This design comes from an exercise in tuning for small area, a short achievable clock period and few clock cycles per item on the open sky130 flow, not from production work. At most, simulation tests tie the RTL to the original design; equivalence was not proved. Power and IR drop assume default switching activity.

Setup of rev 12:
==> flow/design.v (excerpt) <==
module dwibus_codec (
    input  wire         clk,
    input  wire         rst,         
    input  wire         start,       
    input  wire         op,          
    input  wire [7:0]   self_addr,   
    input  wire [479:0] frame_in,
    output wire         ready,
    output reg          done,        
    output wire [7:0]   status,
    output wire [7:0]   crc,
    output wire [479:0] frame_out
);
    wire [479:0] fi = frame_in;
    reg         busy;
    reg [439:0] img;       
    reg [7:0]   pc_q;      
    reg [7:0]   ps_q;      
    reg         chk_q;     
    reg [3:0]   pre_q;     
    reg [7:0]   crc_q;
    reg [7:0]   syn_q;     
    wire [15:0] part_in;   
    wire [15:0] crc_syn;   
    assign ready = ~busy;
    wire m0;
    dw_xor2 u_m0 (.a(fi[7]), .b(fi[12]), .y(m0));
    wire m1;
    dw_xor2 u_m1 (.a(fi[14]), .b(fi[15]), .y(m1));
    wire m2;
    dw_xor2 u_m2 (.a(m0), .b(fi[9]), .y(m2));
    wire m3;
    dw_xor2 u_m3 (.a(fi[6]), .b(fi[11]), .y(m3));
    wire m4;
    dw_xor2 u_m4 (.a(fi[5]), .b(fi[10]), .y(m4));
    wire m5;
    dw_xor2 u_m5 (.a(m4), .b(fi[13]), .y(m5));
  ...
Settings: LEC_CHECK=0, CAP_MARGIN=20, CORE_AREA=10 10 290 290, CTS_BUF_LIST=sky130_fd_sc_hd__clkbuf_4 sky130_fd_sc_hd__clkbuf_8, DIE_AREA=0 0 300 300, PLACE_DENSITY=0.6, SETUP_SLACK_MARGIN=2.1, SLEW_MARGIN=20, SYNTH_HIERARCHICAL=1, SYNTH_MINIMUM_KEEP_SIZE=0, TNS_END_PERCENT=20; clock period 5.0 ns.
standard.sh (not shown) runs the stock make flow with config.mk's settings and CLKGATE_MAP_FILE= SYNTH_SCRIPT=/design/flow/synth_recipe.tcl, a recipe that flattens the netlist after the stock synthesis.
==> flow/flow/run.sh <==
#!/bin/bash
# Own layout flow: the standard flow, with each port buffered by the
# smallest buffer (buf_1) instead of the one buffer_ports picks by default.
set -euo pipefail
bash standard.sh "BUFFER_PORTS_ARGS=-buffer_cell sky130_fd_sc_hd__buf_1" finish > standard_flow.log 2>&1
Testbench counts of rev 12, summed over its fixed seeds: cycles 3,840, frames 1,920.
The inputs of rev 13 differ from those of rev 12 as listed below.
diff --git a/flow/config.mk b/flow/config.mk
--- a/flow/config.mk
+++ b/flow/config.mk
@@ -9,3 +9,3 @@
 export CORE_AREA = 10 10 290 290
-export CTS_BUF_LIST = sky130_fd_sc_hd__clkbuf_4 sky130_fd_sc_hd__clkbuf_8
+export CTS_BUF_LIST = sky130_fd_sc_hd__clkbuf_4
 export DIE_AREA = 0 0 300 300
@@ -16,2 +16 @@
 export SYNTH_MINIMUM_KEEP_SIZE = 0
-export TNS_END_PERCENT = 20
The share of cell area taken by multi-input logic gates on rev 13 is in line with that on rev 12.
| sequential share of layout area | rev 13 vs rev 12 | ≈ equal |
On count of clock-buffer cells in the layout, the higher figure sits with rev 13, not rev 12.
In the flow results for rev 12 and rev 13, the met2 global-route usage is smaller on rev 12.
Of the two candidates, rev 12 has the better total detailed-routing wirelength and rev 13 the worse one.
Comparing clock share of power for rev 12 and rev 13, the bigger number came from rev 12.
Diff rev 12 -> rev 13: cell count now larger; areal power density over the cells went down by 1.1%.
Diff rev 12..rev 13 | layout sequential cell count | unchanged
Leftover overflow at the end of global routing: rev 12 vs rev 13 identical
In rev 13 the worst hold slack turned out 240 ps lower than in rev 12.

dwibus_codec again, from the RTL that the note above started with.
==> flow/config.mk <==
export PLATFORM = sky130hd
export DESIGN_NAME = dwibus_codec
export DESIGN_NICKNAME = dwibus_codec
export VERILOG_FILES = /design/flow/design.v
export SDC_FILE = /design/flow/constraint.sdc
export NUM_CORES = 4
export LEC_CHECK = 0
export CAP_MARGIN = 20
export CORE_AREA = 10 10 290 290
export CTS_BUF_LIST = sky130_fd_sc_hd__clkbuf_4 sky130_fd_sc_hd__clkbuf_8
export DIE_AREA = 0 0 300 300
export PLACE_DENSITY = 0.6
export SETUP_SLACK_MARGIN = 1.9
export SLEW_MARGIN = 20
export SYNTH_HIERARCHICAL = 1
export SYNTH_MINIMUM_KEEP_SIZE = 0
==> flow/constraint.sdc <==
create_clock -name core_clock -period 5.0 [get_ports {clk}]
set_input_delay 1.0000 -clock core_clock [delete_from_list [all_inputs] [get_ports {clk}]]
set_output_delay 1.0000 -clock core_clock [all_outputs]
set_load 0.01 [all_outputs]
Scripts as last shown in full above: flow/flow/run.sh
The baseline completed with no timing, DRC or antenna violations.
Testbench counts at the start, summed over its fixed seeds: cycles 3,840, frames 1,920.
Next try:
SETUP_SLACK_MARGIN = 2.1   (was 1.9)
The changed run produced a clean layout.
Via count stays flat.
Sequential power stays flat.
Clock-buffer cell count is unchanged.
Die area does not change.
Register-to-register slack improves by 0.15 ns.
Next try:
PLACE_DENSITY = 0.7   (was 0.6)
The changed run completed without violations. Count of clock-buffer cells in the layout stays the same. Routed wire length went up by 3.3%. Total power goes up by 0.97%. Non-clock buffer count goes up by 1. Synthesized area does not change. Core utilization grows by 0.11 points.
Next try:
CTS_BUF_LIST = not set   (was sky130_fd_sc_hd__clkbuf_4 sky130_fd_sc_hd__clkbuf_8)
CTS_CLUSTER_DIAMETER = 60   (was not set)
CTS_CLUSTER_SIZE = 30   (was not set)
PLACE_DENSITY = 0.6   (was 0.7)
Effect: Design area shrinks slightly; first-iteration DRC count shrinks by a quarter to a third; final cell count shrinks by a few percent; area after synthesis stays the same.

Another version of the RTL of dwibus_codec (not shown whole).
Size in the first run: roughly 1400 cells after synthesis, roughly 990 I/O pins.
clock: 5.0 ns
lec_check: 0
cap_margin: 20
core_area: 10 10 290 290
cts_buf_list: sky130_fd_sc_hd__clkbuf_4 sky130_fd_sc_hd__clkbuf_8
die_area: 0 0 300 300
gpl_routability_driven: 0
place_density: 0.6
setup_slack_margin: 2.3
slew_margin: 20
synth_hierarchical: 1
synth_minimum_keep_size: 0
Scripts as last shown in full above: flow/flow/run.sh
The starting point completed with no timing, DRC or antenna violations.
Testbench counts at the start, summed over its fixed seeds: cycles 3,840, frames 1,920.
Then changed:
- GPL_ROUTABILITY_DRIVEN: 0 -> default
- SETUP_SLACK_MARGIN: 2.3 -> 2.7
=>
- power rose by about a fifth
- cell area increases by about a fifth
- worst setup slack gets worse by 140 ps
- via count increases by a few percent
- sequential cell count stays the same
- first-iteration DRC count came out higher slightly
- combinational power increases by a quarter to a third
Then changed:
- SETUP_SLACK_MARGIN: 2.7 -> 2.3
Outcome: Register-to-register slack gets worse by 100 ps. Synthesized area is unchanged. Fmax rises by 4.3%. Wire length came out lower by 5.0%. Setup slack improves by 110 ps. Core utilization falls by 6.3 points. Sequential share of layout area came out higher by 7.1 points. Via count fell by 5.9%. Power falls by 12%.
Then changed:
- SETUP_SLACK_MARGIN: 2.3 -> 2.1
After rerunning:
- hold slack gets better by 33 ps
- global-route usage came out lower by 0.14 points
- die area is unchanged
- final area decreases by 1.1%
- worst setup slack degrades by 120 ps
- wire length fell by 0.60%
- synthesized area stays the same
- utilization falls by 0.41 points

dwibus_codec, a different RTL version from the one above (not shown whole).
Size in the first run: about 1,400 cells after synthesis, ~990 I/O pins, about 0.022 mm2 of cells after synthesis.
clock: 5.0 ns
lec_check: 0
cap_margin: 20
core_area: 10 10 290 290
cts_buf_list: sky130_fd_sc_hd__clkbuf_4 sky130_fd_sc_hd__clkbuf_8
die_area: 0 0 300 300
place_density: 0.6
setup_slack_margin: 2.3
slew_margin: 20
synth_hierarchical: 1
synth_minimum_keep_size: 0
Scripts as last shown in full above: flow/flow/run.sh
Testbench counts at the start, summed over its fixed seeds: cycles 3,840, frames 1,920.
Then changed:
--- a/flow/config.mk
+++ b/flow/config.mk
@@ -8,6 +8,6 @@
 export CAP_MARGIN = 20
-export CORE_AREA = 10 10 290 290
-export CTS_BUF_LIST = sky130_fd_sc_hd__clkbuf_4 sky130_fd_sc_hd__clkbuf_8
-export DIE_AREA = 0 0 300 300
-export PLACE_DENSITY = 0.6
+export CORE_AREA = 8 8 242 242
+export DIE_AREA = 0 0 250 250
+export GPL_TIMING_DRIVEN = 1
+export PLACE_DENSITY = 0.7
 export SETUP_SLACK_MARGIN = 2.3
The new run died in I/O pin placement; synthesized area is unchanged; synthesized cell count is unchanged.

Starting RTL as in the previous note.
export LEC_CHECK = 0
export CAP_MARGIN = 20
export CORE_AREA = 10 10 290 290
export CTS_BUF_LIST = sky130_fd_sc_hd__clkbuf_4 sky130_fd_sc_hd__clkbuf_8
export DIE_AREA = 0 0 300 300
export PLACE_DENSITY = 0.6
export SETUP_SLACK_MARGIN = 2.4
export SLEW_MARGIN = 20
export SYNTH_HIERARCHICAL = 1
export SYNTH_MINIMUM_KEEP_SIZE = 0
create_clock -name core_clock -period 5.0 [get_ports {clk}]
Scripts as last shown in full above: flow/flow/run.sh
Testbench counts at the start, summed over its fixed seeds: cycles 3,840, frames 1,920.
Next try:
CTS_BUF_LIST = default   (was sky130_fd_sc_hd__clkbuf_4 sky130_fd_sc_hd__clkbuf_8)
SETUP_SLACK_MARGIN = 2.6   (was 2.4)
Synthesized area stays the same.
Via count goes down slightly.
Combinational power stays flat.
Sequential share of layout area stays flat.
Design area is about the same.
Routed wire length goes up slightly.
Next try:
CTS_BUF_LIST = sky130_fd_sc_hd__clkbuf_4 sky130_fd_sc_hd__clkbuf_8   (was default)
SETUP_SLACK_MARGIN = 2.0   (was 2.6)
After rerunning: Clock power is lower by 8.4%. Power came out lower by 9.1%. Wire length falls by 2.8%. Via count goes down by 2.0%. Setup slack got worse by 0.34 ns. Clock skew grows by 0.032 ns. Register-to-register slack is worse by 0.34 ns.
Next try:
CTS_BUF_LIST = default   (was sky130_fd_sc_hd__clkbuf_4 sky130_fd_sc_hd__clkbuf_8)
CTS_CLUSTER_DIAMETER = 60   (was default)
CTS_CLUSTER_SIZE = 30   (was default)
SETUP_SLACK_MARGIN = 2.3   (was 2.0)
=>
- The new run passed the timing, DRC and antenna checks
- total power goes up by a little under a tenth
- synthesized cell count is unchanged
- design area goes up by a few percent
- global-route usage stays flat
- wire length goes up slightly
- first-iteration DRC count goes up by a quarter to a third
- worst hold slack is better by 0.024 ns
- setup slack is better by 0.36 ns

Setup of old:
dwibus_codec, a different RTL version from the one above (not shown whole).
Size: roughly 1,100 cells after synthesis, roughly 480 flip-flops, ~990 I/O pins, about 0.021 mm² of cells after synthesis.
Settings: LEC_CHECK=0, CAP_MARGIN=20, CORE_AREA=10 10 290 290, DIE_AREA=0 0 300 300, PLACE_DENSITY=0.6, SETUP_SLACK_MARGIN=2.5, SLEW_MARGIN=20; clock period 5.0 ns.
run.sh (not shown) runs the stock make flow with config.mk's settings and CLKGATE_MAP_FILE= SYNTH_SCRIPT=/design/flow/synth_recipe.tcl, a recipe that flattens the netlist after the stock synthesis.
Stock flow here: none of the scripts above is used.
Looking at the reports, old completed the entire flow and the layout it produced met the timing, DRC and antenna checks.
For new, these inputs were changed with respect to old:
diff --git a/flow/config.mk b/flow/config.mk
--- a/flow/config.mk
+++ b/flow/config.mk
@@ -12 +11,0 @@
-export SETUP_SLACK_MARGIN = 2.5
Results
- Compared with old, new has less setup slack.
- Worst slack on hold paths: new and old compared, lower one is new
- Buffer and inverter count on the worst path for new: 1 down relative to old
- old → new: routed via count moved down, post-route cell area moved down, switching part of the total power moved down.
Function was not checked in any run of this note: the RTL went through the layout flow alone.

RTL: one of the versions met above, not the one the previous note started from.
Size: roughly 480 flip-flops, ~990 I/O pins, ~0.021 mm² of cells after synthesis.
Design dwibus_codec, start of the top module:
module dwibus_codec (
    input  wire         clk,
    input  wire         rst,         
    input  wire         start,       
    input  wire         op,          
    input  wire [7:0]   self_addr,   
    input  wire [479:0] frame_in,
    output wire         ready,
    output reg          done,        
    output wire [7:0]   status,
    output wire [7:0]   crc,
    output wire [479:0] frame_out
);
Settings: LEC_CHECK=0, CAP_MARGIN=5, CORE_AREA=10 10 290 290, CTS_BUF_LIST=sky130_fd_sc_hd__clkbuf_4 sky130_fd_sc_hd__clkbuf_8, DIE_AREA=0 0 300 300, PLACE_DENSITY=0.6, SETUP_SLACK_MARGIN=2.1, SLEW_MARGIN=5, SYNTH_HIERARCHICAL=1, SYNTH_MINIMUM_KEEP_SIZE=0; clock period 5.0 ns.
standard.sh (not shown) runs the stock make flow with config.mk's settings and CLKGATE_MAP_FILE= SYNTH_SCRIPT=/design/flow/synth_recipe.tcl, a recipe that flattens the netlist after the stock synthesis.
Scripts as last shown in full above: flow/flow/run.sh
The starting point completed with no timing, DRC or antenna violations.
Testbench counts at the start, summed over its fixed seeds: cycles 3,840, frames 1,920.
Rerun with:
- CAP_MARGIN: 5 -> 20
- SETUP_SLACK_MARGIN: 2.1 -> 2.3
- SLEW_MARGIN: 5 -> 20
Effect:
- final cell count came out higher by 2.4%
- wire length grows by 2.0%
- clock-buffer cell count goes up by 7
- power went up by 6.5%
- non-clock buffer count came out higher by 73
- combinational power came out higher by 13%
- final area came out higher by 7.0%
- die area does not change
Rerun with:
- SETUP_SLACK_MARGIN: 2.3 -> 2.2
The changed run ran to the end with no violations.
Worst setup slack loses 7.6 ps.
Final area fell by 3.7%.
Register-to-register slack loses 50 ps.
Clock-buffer cell count shrinks by 10.
Rerun with:
- SETUP_SLACK_MARGIN: 2.2 -> 2.0
Synthesized area stays the same.
Power falls by 4.2%.
Clock-buffer cell count grows by 3.
Rerun with:
- PLACE_DENSITY: 0.6 -> 0.5
- SETUP_SLACK_MARGIN: 2.0 -> 2.1
Worst setup slack improves by 28 ps.
Total power grows by a few percent.
Via count went up by a few percent.
Routed wire length went up by a few percent.
Worst hold slack stays flat.
Cell count rose slightly.
Final area rose slightly.
Maximum frequency increases slightly.
Utilization went up by 0.69 points.
Die area does not change.
Clock-buffer cell count fell by 5.

== amber ==
RTL: one of the versions met above, not the one the previous note started from.
Size: ~1400 cells after synthesis, ~490 flip-flops, roughly 990 I/O pins.
Settings: LEC_CHECK=0, CAP_MARGIN=20, CORE_AREA=10 10 290 290, CTS_BUF_LIST=sky130_fd_sc_hd__clkbuf_4 sky130_fd_sc_hd__clkbuf_8, DIE_AREA=0 0 300 300, PLACE_DENSITY=0.6, SETUP_SLACK_MARGIN=2.2, SLEW_MARGIN=20, SYNTH_HIERARCHICAL=1, SYNTH_MINIMUM_KEEP_SIZE=0; clock period 5.0 ns.
Scripts as last shown in full above: flow/flow/run.sh
amber: full flow OK, the timing, DRC and antenna checks passed
Testbench counts of amber, summed over its fixed seeds: cycles 3,840, frames 1,920.
Changes in nickel relative to amber:
Settings: SETUP_SLACK_MARGIN changed from 2.2 to 2.3; CORE_AREA changed from 10 10 290 290 to 8 8 274 274; DIE_AREA changed from 0 0 300 300 to 0 0 282 282.
[summary]
Status: post-route clock skew parity (nickel, amber). Later-pin clock latency in the skew report in nickel vs amber: down 0.02 ns. amber vs nickel, end of the critical path: status[2] vs status[0]. On smallest hold slack, nickel and amber are neck and neck. Taking amber as the reference point, the standby leakage power of nickel rises by 0.52%. nickel against amber: fmax up 1.8%; die footprint went down.
For zinc, these inputs were changed with respect to nickel:
Settings: changing SETUP_SLACK_MARGIN from 2.3 to 2.5; changing CORE_AREA from 8 8 274 274 to 10 10 290 290; changing DIE_AREA from 0 0 282 282 to 0 0 300 300.
Findings:
Looking at leakage power total across zinc and nickel, the one that comes out lower is nickel. Looking at zinc and nickel, the final cycle utilization of the critical path is a wash. Higher length of routed met3 wiring goes to zinc over nickel. Diff nickel -> zinc: hold slack has decreased; total power after layout has increased. [compare] base=nickel new=zinc: worst setup slack now larger, total wire length now smaller.

## v6
RTL: one of the versions met above, not the one the previous note started from.
Size in the first run: about 1,400 cells after synthesis, about 480 flip-flops, ~990 I/O pins, about 22,000 um^2 of cells after synthesis.
Settings: LEC_CHECK=0, CAP_MARGIN=20, CORE_AREA=10 10 290 290, DIE_AREA=0 0 300 300, GPL_TIMING_DRIVEN=1, PLACE_DENSITY=0.75, SETUP_SLACK_MARGIN=2.3, SLEW_MARGIN=20, SYNTH_HIERARCHICAL=1, SYNTH_MINIMUM_KEEP_SIZE=0; clock period 5.0 ns.
Scripts as last shown in full above: flow/flow/run.sh
Testbench counts of v6, summed over its fixed seeds: cycles 3,840, frames 1,920.
Edits applied to the flow inputs when going from v6 to v7:
Settings: a deleted GPL_TIMING_DRIVEN that had been 1; a change of PLACE_DENSITY from 0.75 to 0.6.
==> results.txt <==
- v7 | status: complete | timing, DRC, antenna: pass
- Count of cells resized by post-cts repair for v7: about 5% up relative to v6
- Area share of buffers outside the clock network for v7: 0.27 points down relative to v6
- Compared with v6, v7 shows global-route usage lower by 1.1 points.
- v6 was larger in final cell area than v7.
- Per the comparison of v7 with v6, number of buffer and inverter stages on the critical path rose 1, clock-buffer cell count fell about 16%, top fanout value on the critical path fell 2.
- Non-clock buffer count went down slightly going from v6 to v7.
- Comparing v6 and v7, the higher register fraction of the total cell area was measured on v7.
- v7 leaves more setup margin than v6.

## separate check: timing with driven ports
The results above use ideal ports. As a check the final layouts listed here were re-extracted and re-timed, cells and wires unchanged.
Step 1 assumes that a clkbuf_16 drives the clock port and a buf_2 every other input.
Step 2 times the ports against the registers' clock, not the clock port: input delays grow and output delays shrink by t, the midpoint of the rising clock arrivals with the driver on.
Slacks: ideal ports / drivers / drivers and shift; pairs: ideal ports / drivers.
| run | t, ns | slack for setup (ns) | clock arrival spread, ns | worst register clock-pin slew, ns | worst slew at a driven data input, ns |
|---|---|---|---|---|---|
| rev 12 | 0.705 | 2.204 / 2.204 / 1.584 | 0.068 / 0.068 | 0.06 / 0.06 | 0.18 |
| rev 13 | 0.973 | 2.058 / 2.000 / 1.595 | 0.104 / 0.104 | 0.07 / 0.07 | 0.22 |
| the first run of note 2 | 0.730 | 2.083 / 2.083 / 1.611 | 0.086 / 0.086 | 0.07 / 0.07 | 0.21 |
| the second run of note 2 | 0.730 | 2.228 / 2.211 / 1.610 | 0.084 / 0.084 | 0.07 / 0.07 | 0.20 |
| the third run of note 2 | 0.709 | 2.237 / 2.199 / 1.629 | 0.045 / 0.046 | 0.07 / 0.07 | 0.17 |
| the fourth run of note 2 | 0.651 | 2.207 / 2.207 / 1.625 | 0.042 / 0.041 | 0.09 / 0.09 | 0.23 |
| the first run of note 3 | 0.722 | 2.373 / 2.317 / 1.755 | 0.070 / 0.070 | 0.07 / 0.07 | 0.20 |
| the second run of note 3 | 0.726 | 2.235 / 2.177 / 2.020 | 0.061 / 0.061 | 0.07 / 0.07 | 0.22 |
| the third run of note 3 | 0.742 | 2.348 / 2.292 / 1.698 | 0.057 / 0.057 | 0.07 / 0.07 | 0.19 |
| the fourth run of note 3 | 0.733 | 2.227 / 2.228 / 1.526 | 0.056 / 0.056 | 0.06 / 0.06 | 0.24 |
| the first run of note 4 | 0.733 | 2.333 / 2.266 / 1.720 | 0.051 / 0.052 | 0.07 / 0.07 | 0.21 |
| the first run of note 5 | 0.751 | 2.324 / 2.258 / 1.799 | 0.052 / 0.052 | 0.06 / 0.06 | 0.21 |
| the second run of note 5 | 0.685 | 2.326 / 2.293 / 1.955 | 0.030 / 0.030 | 0.07 / 0.07 | 0.16 |
| the third run of note 5 | 0.728 | 1.988 / 1.988 / 1.501 | 0.065 / 0.066 | 0.07 / 0.07 | 0.24 |
| the fourth run of note 5 | 0.651 | 2.351 / 2.286 / 1.822 | 0.041 / 0.041 | 0.09 / 0.09 | 0.17 |
| old | 0.666 | 1.965 / 1.900 / 1.933 | 0.036 / 0.036 | 0.07 / 0.07 | 0.16 |
| new | 0.649 | 1.109 / 1.045 / 1.260 | 0.026 / 0.026 | 0.07 / 0.07 | 0.16 |
| the first run of note 7 | 0.730 | 2.228 / 2.211 / 1.610 | 0.084 / 0.084 | 0.07 / 0.07 | 0.20 |
| the second run of note 7 | 0.726 | 2.296 / 2.240 / 1.695 | 0.043 / 0.043 | 0.07 / 0.07 | 0.15 |
| the third run of note 7 | 0.726 | 2.289 / 2.231 / 1.766 | 0.053 / 0.053 | 0.07 / 0.07 | 0.19 |
| the fourth run of note 7 | 0.732 | 2.155 / 2.155 / 1.608 | 0.085 / 0.085 | 0.07 / 0.07 | 0.20 |
| the fifth run of note 7 | 0.726 | 2.184 / 2.150 / 1.619 | 0.043 / 0.043 | 0.07 / 0.07 | 0.18 |
| amber | 0.734 | 2.317 / 2.249 / 1.665 | 0.058 / 0.058 | 0.07 / 0.07 | 0.24 |
| nickel | 0.709 | 2.365 / 2.312 / 1.628 | 0.046 / 0.046 | 0.07 / 0.07 | 0.21 |
| zinc | 0.714 | 2.372 / 2.312 / 1.872 | 0.045 / 0.045 | 0.07 / 0.07 | 0.23 |
| v6 | 0.665 | 2.310 / 2.293 / 1.816 | 0.028 / 0.027 | 0.06 / 0.06 | 0.20 |
| v7 | 0.659 | 2.343 / 2.321 / 1.835 | 0.036 / 0.036 | 0.06 / 0.06 | 0.18 |
After both steps every run listed still meets setup and hold. The setup slack of nickel, which loses most, moves by -0.053 ns with the drivers and by -0.737 ns with both steps.
